From an optimization exercise on the open Yosys and OpenROAD flow, aimed at small area; shortcuts taken in it are not production practice.
Where RTL was checked, it was by simulation tests only, not by an equivalence proof against the original.
Power figures rest on the tool's default switching activity, not on a simulated workload.

old:
==> flow/design.v <==
module lc3_core (
    input  wire        clk,
    input  wire        reset,         
    output wire        mem_req,
    output wire        mem_we,
    output wire [15:0] mem_addr,
    output wire [15:0] mem_wdata,
    input  wire [15:0] mem_rdata,
    input  wire        mem_ready,
    input  wire        kbd_avail,
    input  wire [7:0]  kbd_char,
    output wire        kbd_take,
    output wire        disp_emit,
    output wire [7:0]  disp_char,
    output wire        halted,
    output wire        double_fault
);
    localparam [3:0] S_INIT  = 4'd3,    
                     S_FETCH = 4'd9,    
                     S_EX    = 4'd13,    
                     S_LDW   = 4'd5,    
                     S_PTR   = 4'd7,    
                     S_POP2  = 4'd12,    
                     S_SWAP  = 4'd1,    
                     S_ENT1  = 4'd8,    
                     S_ENT2  = 4'd14,    
                     S_VEC   = 4'd6,    
                     S_PCT   = 4'd15,   
                     S_INTW  = 4'd0,   
                     S_INT   = 4'd4,   
                     S_HALT  = 4'd11,   
                     S_DFLT  = 4'd2;   
    localparam [1:0] VK_PRIV = 2'd0, VK_TRAP = 2'd1, VK_INT = 2'd2, VK_ILL = 2'd3;
    reg [127:0] gpr;         
    reg [15:0]  pc;          
    reg [15:0]  spo;         
    reg [15:0]  ir;
    reg [15:0]  mar;
    reg [15:0]  t;
    reg [3:0]   bc;
    reg [3:0]   state;
    reg         pend;        
    reg         act;         
    reg         cy;          
    reg         acc;         
    reg [1:0]   vk;
    reg         priv;
    reg [2:0]   prio;
    reg [2:0]   nzp;
    reg         ie;
    wire first = (bc == 4'd0);
    wire last  = (bc == 4'd15);
    wire [3:0] op = ir[15:12];
    wire op_add = (op == 4'b0001);
    wire op_and = (op == 4'b0101);
    wire op_not = (op == 4'b1001);
    wire op_br  = (op == 4'b0000);
    wire op_jsr = (op == 4'b0100);
    wire op_jmp = (op == 4'b1100);
    wire op_rti = (op == 4'b1000);
    wire op_lea = (op == 4'b1110);
    wire op_mem = op[1] & ~(op[3] & op[2]);                    
    wire op_reg = (op[3:1] == 3'b011);                         
    wire op_ld  = (op[1:0] == 2'b10) & ~op[2];                 
    wire op_ind = (op[3:1] == 3'b101);                         
    wire op_st  = op[1] & op[0];                               
    wire op_opr = op_add | op_and | op_not | op_lea;           
    reg illegal;
    always @(*) begin
        case (op)
            4'b0001, 4'b0101: illegal = (ir[5] == 1'b0) && (ir[4:3] != 2'b00);
            4'b0100:          illegal = (ir[11] == 1'b0) && ((ir[10:9] != 2'b00) || (ir[5:0] != 6'd0));
            4'b1000:          illegal = (ir[11:0] != 12'd0);
            4'b1001:          illegal = (ir[5:0] != 6'b111111);
            4'b1100:          illegal = (ir[11:9] != 3'd0) || (ir[5:0] != 6'd0);
            4'b1101:          illegal = 1'b1;
            4'b1111:          illegal = (ir[11:8] != 4'd0);
            default:          illegal = 1'b0;
        endcase
    end
    wire run = act & ~pend;
    wire ex  = (state == S_EX);
    wire [2:0] ri = (ex & ~op_rti) ? ir[8:6] : 3'd6;
    wire g0 = gpr[{ri, 4'd0}];
    wire [2:0] ri2 = op_st ? ir[11:9] : ir[2:0];
    wire g2 = gpr[{ri2, 4'd0}];
    wire pc0  = pc[0];
    wire spo0 = spo[0];
    wire t0   = t[0];
    wire irbc  = bc[3] ? (bc[1] ? ir[10] : bc[0] ? ir[9] : ir[8]) : ir[bc[2:0]];
    wire imm5  = (bc > 4'd4)  ? ir[4]  : irbc;
    wire off6  = (bc > 4'd5)  ? ir[5]  : irbc;
    wire off9  = (bc > 4'd8)  ? ir[8]  : irbc;
    wire off11 = (bc > 4'd10) ? ir[10] : irbc;
    reg vbit;
    always @(*) begin
        case (vk)
            VK_TRAP: vbit = ~bc[3] & irbc;
            VK_PRIV: vbit = 1'b0;
            VK_ILL:  vbit = first;
            default: vbit = (bc == 4'd7) | (bc == 4'd8);
        endcase
    end
    reg psrbit;
    always @(*) begin
        case (bc)
            4'd0:  psrbit = nzp[0];
            4'd1:  psrbit = nzp[1];
            4'd2:  psrbit = nzp[2];
            4'd8:  psrbit = prio[0];
            4'd9:  psrbit = prio[1];
            4'd10: psrbit = prio[2];
            4'd15: psrbit = priv;
            default: psrbit = 1'b0;
        endcase
    end
    reg a, b, cin0;
    always @(*) begin
        a = 1'b0; b = 1'b0; cin0 = 1'b0;
        case (state)
            S_INIT:  a = (bc == 4'd12) | (bc == 4'd13);
            S_FETCH: begin a = pc0; cin0 = 1'b1; end
            S_EX: begin
                if (op_add | op_and)      begin a = g0; b = ir[5] ? imm5 : g2; end
                else if (op_reg)          begin a = g0; b = off6; end
                else if (op_jsr & ir[11]) begin a = pc0; b = off11; end
                else if (op_rti)          begin a = g0; cin0 = 1'b1; end
                else if (op_not | op_jsr | op_jmp) a = g0;
                else                      begin a = pc0; b = off9; end    
            end
            S_LDW, S_PTR, S_PCT: a = t0;
            S_POP2: begin a = g0; cin0 = 1'b1; end
            S_SWAP: a = spo0;
            S_ENT1: begin a = priv ? spo0 : g0; b = 1'b1; end
            S_ENT2: begin a = g0; b = 1'b1; end
            S_VEC:  a = vbit;
            default: ;
        endcase
    end
    wire ci   = first ? cin0 : cy;
    wire sum  = a ^ b ^ ci;
    wire cout = (a & b) | (a & ci) | (b & ci);
    wire res  = (ex & op_and) ? (a & b) :
                (ex & op_not) ? ~a : sum;
    wire rtest = (ex & op_mem) | (state == S_PTR);
    wire m = (state == S_ENT1) ? (first | ~a) :
             rtest             ? ((bc < 4'd9) | res) : ~res;
    wire accf = (first | acc) & m;
    wire io_page  = (mar[15:3] == 13'h1FC0) & ~mar[0];
    wire acc_kbsr = io_page & (mar[2:1] == 2'd0);
    wire acc_kbdr = io_page & (mar[2:1] == 2'd1);
    wire acc_dsr  = io_page & (mar[2:1] == 2'd2);
    wire acc_ddr  = io_page & (mar[2:1] == 2'd3);
    wire [15:0] dev_rdata = {(acc_kbsr & kbd_avail) | acc_dsr,
                             acc_kbsr & ie,
                             6'd0,
                             (acc_kbdr & kbd_avail) ? kbd_char : 8'd0};
    wire [15:0] rdata = io_page ? dev_rdata : mem_rdata;
    wire is_wr    = (state == S_ENT2) | (state == S_VEC) | (state == S_INTW);
    wire acc_done = pend & (io_page | mem_ready);
    assign mem_req   = pend & ~io_page;
    assign mem_we    = is_wr;
    assign mem_addr  = mar;
    assign mem_wdata = t;
    assign kbd_take  = pend & ~is_wr & acc_kbdr & kbd_avail;
    assign disp_emit = pend & is_wr & acc_ddr;
    assign disp_char = t[7:0];
    assign halted       = (state == S_HALT);
    assign double_fault = (state == S_DFLT);
    wire int_req  = kbd_avail & ie & ~prio[2];
    wire br_taken = (ir[11] & nzp[2]) | (ir[10] & nzp[1]) | (ir[9] & nzp[0]);
    wire legal = ~illegal;
    reg [7:0] gwe;
    reg       gwd;
    always @(*) begin
        gwe = 8'd0;
        gwd = res;
        if (run) begin
            case (state)
                S_INIT: begin gwe = 8'hFF; gwd = 1'b0; end
                S_EX: begin
                    if (op_opr & legal) gwe[ir[11:9]] = 1'b1;
                    if (op_jsr & legal) begin gwe[7] = 1'b1; gwd = pc0; end
                    if (op_rti & legal & ~priv) gwe[6] = 1'b1;
                end
                S_LDW:  gwe[ir[11:9]] = 1'b1;
                S_POP2, S_ENT1, S_ENT2: gwe[6] = 1'b1;
                S_SWAP: gwe[6] = priv;
                default: ;
            endcase
        end
    end
    wire pc_ex  = (op_br & br_taken) | ((op_jsr | op_jmp) & legal);
    wire pc_we  = run & ((state == S_INIT) | (state == S_FETCH) | (ex & pc_ex) |
                         (state == S_POP2) | (state == S_PCT));
    wire pc_d   = (state == S_POP2) ? t0 : res;
    wire spo_we = run & ((state == S_INIT) | (((state == S_SWAP) | (state == S_ENT1)) & priv));
    wire spo_d  = (state == S_INIT) ? res : g0;
    integer k;
    always @(posedge clk) begin
        for (k = 0; k < 8; k = k + 1)
            gpr[16*k +: 16] <= {gwe[k] ? gwd : gpr[16*k], gpr[16*k+1 +: 15]};
        pc  <= {pc_we ? pc_d : pc[0], pc[15:1]};
        spo <= {spo_we ? spo_d : spo[0], spo[15:1]};
    end
    wire mar_sh = ~pend;
    wire mar_d = ((state == S_FETCH) | (state == S_POP2) | (ex & op_rti)) ? a : res;
    reg  t_d;
    always @(*) begin
        case (state)
            S_ENT1:  t_d = psrbit;
            S_ENT2:  t_d = pc0;
            default: t_d = g2;
        endcase
    end
    always @(posedge clk) begin
        if (mar_sh)
            mar <= {mar_d, mar[15:1]};
        if (pend && ex)
            ir <= rdata;
        if (pend && ~is_wr)
            t <= rdata;
        else if (run)
            t <= {t_d, t[15:1]};
        cy  <= cout;
        acc <= accf;
    end
    reg [3:0] nst;
    always @(*) begin
        nst = state;
        case (state)
            S_INIT:  nst = S_FETCH;
            S_FETCH: nst = S_EX;
            S_EX: begin
                if (illegal)
                    nst = S_ENT1;
                else if (op_mem)
                    nst = (priv & accf) ? S_ENT1 : op_ind ? S_PTR : op_st ? S_INTW : S_LDW;
                else if (op_rti)
                    nst = priv ? S_ENT1 : S_POP2;
                else if (op == 4'b1111)
                    nst = (ir[7:0] == 8'h25) ? S_HALT : S_ENT1;
                else
                    nst = S_INT;
            end
            S_LDW:   nst = S_INT;
            S_PTR:   nst = (priv & accf) ? S_ENT1 : op_st ? S_INTW : S_LDW;
            S_POP2:  nst = S_SWAP;
            S_SWAP:  nst = S_INT;
            S_ENT1:  nst = accf ? S_DFLT : S_ENT2;
            S_ENT2:  nst = S_VEC;
            S_VEC:   nst = S_PCT;
            S_PCT:   nst = (vk == VK_INT) ? S_FETCH : S_INT;
            S_INT, S_INTW: nst = int_req ? S_ENT1 : S_FETCH;
            default: ;
        endcase
    end
    wire npend = (nst == S_EX) | (nst == S_LDW) | (nst == S_PTR) | (nst == S_POP2) |
                 (nst == S_SWAP) | (nst == S_ENT2) | (nst == S_VEC) | (nst == S_PCT) |
                 (nst == S_INTW);
    wire step = run & last;
    always @(posedge clk) begin
        if (reset) begin
            bc       <= 4'd0;
            state    <= S_INIT;
            pend     <= 1'b0;
            act      <= 1'b1;
            priv     <= 1'b1;
            prio     <= 3'd0;
            nzp      <= 3'b010;
            ie       <= 1'b0;
        end else begin
            bc  <= bc + 4'd1;
            act <= last | (act & ~acc_done);
            if (step) begin
                state <= nst;
                pend  <= npend;
            end else if (acc_done)
                pend <= 1'b0;
            if (acc_done && is_wr && acc_kbsr)
                ie <= t[14];
            if (acc_done && state == S_SWAP) begin
                priv <= rdata[15];
                prio <= rdata[10:8];
                nzp  <= rdata[2:0];
            end
            if (step && (state != S_ENT1) && (state != S_ENT2) && (state != S_VEC) && (state != S_PCT))
                vk <= {(state == S_INT) | (state == S_INTW) | (ex & illegal),
                       ex & (illegal | (op == 4'b1111))};
            if (step && ((ex & op_opr & legal) | (state == S_LDW)))
                nzp <= {res, accf, ~res & ~accf};
            if (step && state == S_ENT1)
                priv <= 1'b0;
            if (step && state == S_ENT2 && vk == VK_INT)
                prio <= 3'd4;
        end
    end
endmodule
export LEC_CHECK = 0
export ABC_AREA = 1
export CAP_MARGIN = 20
export CORE_MARGIN = 2
export CORE_UTILIZATION = 50
export SLEW_MARGIN = 20
create_clock -name core_clock -period 10.0 [get_ports {clk}]
standard.sh (not shown) runs the stock make flow with config.mk's settings and CLKGATE_MAP_FILE= SYNTH_SCRIPT=/design/flow/synth_recipe.tcl, a recipe that flattens the netlist after the stock synthesis.
==> flow/flow/run.sh <==
#!/bin/bash
# standard layout; smallest port buffers; CTS without dummy loads
set -euo pipefail
export BUFFER_PORTS_ARGS="-buffer_cell sky130_fd_sc_hd__buf_1"
export CTS_ARGS="-sink_clustering_enable -repair_clock_nets -dont_use_dummy_load -sink_clustering_size 30 -sink_clustering_max_diameter 80 -buf_list {sky130_fd_sc_hd__clkbuf_16}"
bash standard.sh > flow_standard.log 2>&1
old closes out successfully: all stages finished, all timing, DRC and antenna checks passed.
> inputs changed (old -> new)
--- a/flow/design.v
+++ b/flow/design.v
@@ -12,27 +12,27 @@
     output wire        kbd_take,
     output wire        disp_emit,
     output wire [7:0]  disp_char,
     output wire        halted,
     output wire        double_fault
 );
-    localparam [3:0] S_INIT  = 4'd3,    
-                     S_FETCH = 4'd9,    
-                     S_EX    = 4'd13,    
-                     S_LDW   = 4'd5,    
-                     S_PTR   = 4'd7,    
-                     S_POP2  = 4'd12,    
-                     S_SWAP  = 4'd1,    
-                     S_ENT1  = 4'd8,    
-                     S_ENT2  = 4'd14,    
-                     S_VEC   = 4'd6,    
-                     S_PCT   = 4'd15,   
+    localparam [3:0] S_INIT  = 4'd13,    
+                     S_FETCH = 4'd1,    
+                     S_EX    = 4'd11,    
+                     S_LDW   = 4'd9,    
+                     S_PTR   = 4'd8,    
+                     S_POP2  = 4'd10,    
+                     S_SWAP  = 4'd15,    
+                     S_ENT1  = 4'd3,    
+                     S_ENT2  = 4'd12,    
+                     S_VEC   = 4'd2,    
+                     S_PCT   = 4'd5,   
                      S_INTW  = 4'd0,   
-                     S_INT   = 4'd4,   
-                     S_HALT  = 4'd11,   
-                     S_DFLT  = 4'd2;   
+                     S_INT   = 4'd14,   
+                     S_HALT  = 4'd6,   
+                     S_DFLT  = 4'd7;   
     localparam [1:0] VK_PRIV = 2'd0, VK_TRAP = 2'd1, VK_INT = 2'd2, VK_ILL = 2'd3;
     reg [127:0] gpr;         
     reg [15:0]  pc;          
     reg [15:0]  spo;         
     reg [15:0]  ir;
     reg [15:0]  mar;
@@ -84,13 +84,13 @@
     wire g0 = gpr[{ri, 4'd0}];
     wire [2:0] ri2 = op_st ? ir[11:9] : ir[2:0];
     wire g2 = gpr[{ri2, 4'd0}];
     wire pc0  = pc[0];
     wire spo0 = spo[0];
     wire t0   = t[0];
-    wire irbc  = bc[3] ? (bc[1] ? ir[10] : bc[0] ? ir[9] : ir[8]) : ir[bc[2:0]];
+    wire irbc  = ir[bc];
     wire imm5  = (bc > 4'd4)  ? ir[4]  : irbc;
     wire off6  = (bc > 4'd5)  ? ir[5]  : irbc;
     wire off9  = (bc > 4'd8)  ? ir[8]  : irbc;
     wire off11 = (bc > 4'd10) ? ir[10] : irbc;
     reg vbit;
     always @(*) begin
@@ -200,28 +200,30 @@
     always @(posedge clk) begin
         for (k = 0; k < 8; k = k + 1)
             gpr[16*k +: 16] <= {gwe[k] ? gwd : gpr[16*k], gpr[16*k+1 +: 15]};
         pc  <= {pc_we ? pc_d : pc[0], pc[15:1]};
         spo <= {spo_we ? spo_d : spo[0], spo[15:1]};
     end
-    wire mar_sh = ~pend;
+    wire mar_sh = run & ((state == S_FETCH) | (ex & (op_mem | op_rti)) | (state == S_PTR) |
+                         (state == S_POP2) | (state == S_ENT1) | (state == S_ENT2) |
+                         (state == S_VEC));
     wire mar_d = ((state == S_FETCH) | (state == S_POP2) | (ex & op_rti)) ? a : res;
     reg  t_d;
     always @(*) begin
         case (state)
             S_ENT1:  t_d = psrbit;
             S_ENT2:  t_d = pc0;
             default: t_d = g2;
         endcase
     end
     always @(posedge clk) begin
         if (mar_sh)
             mar <= {mar_d, mar[15:1]};
-        if (pend && ex)
+        if (acc_done && ex)
             ir <= rdata;
-        if (pend && ~is_wr)
+        if (acc_done && ~is_wr)
             t <= rdata;
         else if (run)
             t <= {t_d, t[15:1]};
         cy  <= cout;
         acc <= accf;
     end
@@ -281,13 +283,13 @@
                 ie <= t[14];
             if (acc_done && state == S_SWAP) begin
                 priv <= rdata[15];
                 prio <= rdata[10:8];
                 nzp  <= rdata[2:0];
             end
-            if (step && (state != S_ENT1) && (state != S_ENT2) && (state != S_VEC) && (state != S_PCT))
+            if (step && (ex | (state == S_PTR) | (state == S_INT) | (state == S_INTW)))
                 vk <= {(state == S_INT) | (state == S_INTW) | (ex & illegal),
                        ex & (illegal | (op == 4'b1111))};
             if (step && ((ex & op_opr & legal) | (state == S_LDW)))
                 nzp <= {res, accf, ~res & ~accf};
             if (step && state == S_ENT1)
                 priv <= 1'b0;
Notes after the runs:
The net switching power of the design in new is 0.948 times that in old.
In the tables for old and new, post-route total power reads lower with new.
Worst setup slack after layout deteriorates in new relative to old.
Of new and old, it is new that has the higher buffer and inverter count on the worst path.
Diff old -> new | total routed wire length on the met1 layer | decrease of 0.82%
Global-route usage, old and new: higher on new
Comparing old with new, the sequential logic power came out essentially unchanged.
met2 wire length ended up about 5% higher on new than on old.
Relative to old, design internal power has decreased by 1.7% in new.
new vs. old: relative contribution of combinational cells to total power went down by 1.2 points.
For old, only the layout was checked, not whether the RTL still works.

==> port drivers added, routing unchanged <==
No port has a modelled driver above. Below, the same layouts with a new extraction and two added sets of constraints. Step 1 sets driving cells, clkbuf_16 on the clock port and buf_2 on the other inputs (assumed; they add their load-dependent delay and slew). Step 2 moves the port delays by t, midway between the first and last clock arrival at a register: inputs arrive t later, outputs are due t later. That takes back most of the time a late clock gives input paths. Three values: ideal ports, drivers, drivers and shift; two values: the first two.
| run | t (ns) | setup WS [ns] | hold slack, ns | worst setup path after step 2 | latest minus earliest clock arrival (ns) |
|---|---|---|---|---|---|
| old | 0.495 | 4.867 / 4.824 / 4.917 | 0.324 / 0.324 / 0.324 | input to output | 0.049 / 0.050 |
| new | 0.506 | 4.697 / 4.673 / 4.673 | 0.319 / 0.319 / 0.319 | input to output | 0.045 / 0.045 |
After both steps every run listed still meets setup and hold. The setup slack of new, which loses most, moves by -0.024 ns with the drivers and by -0.024 ns with both steps.
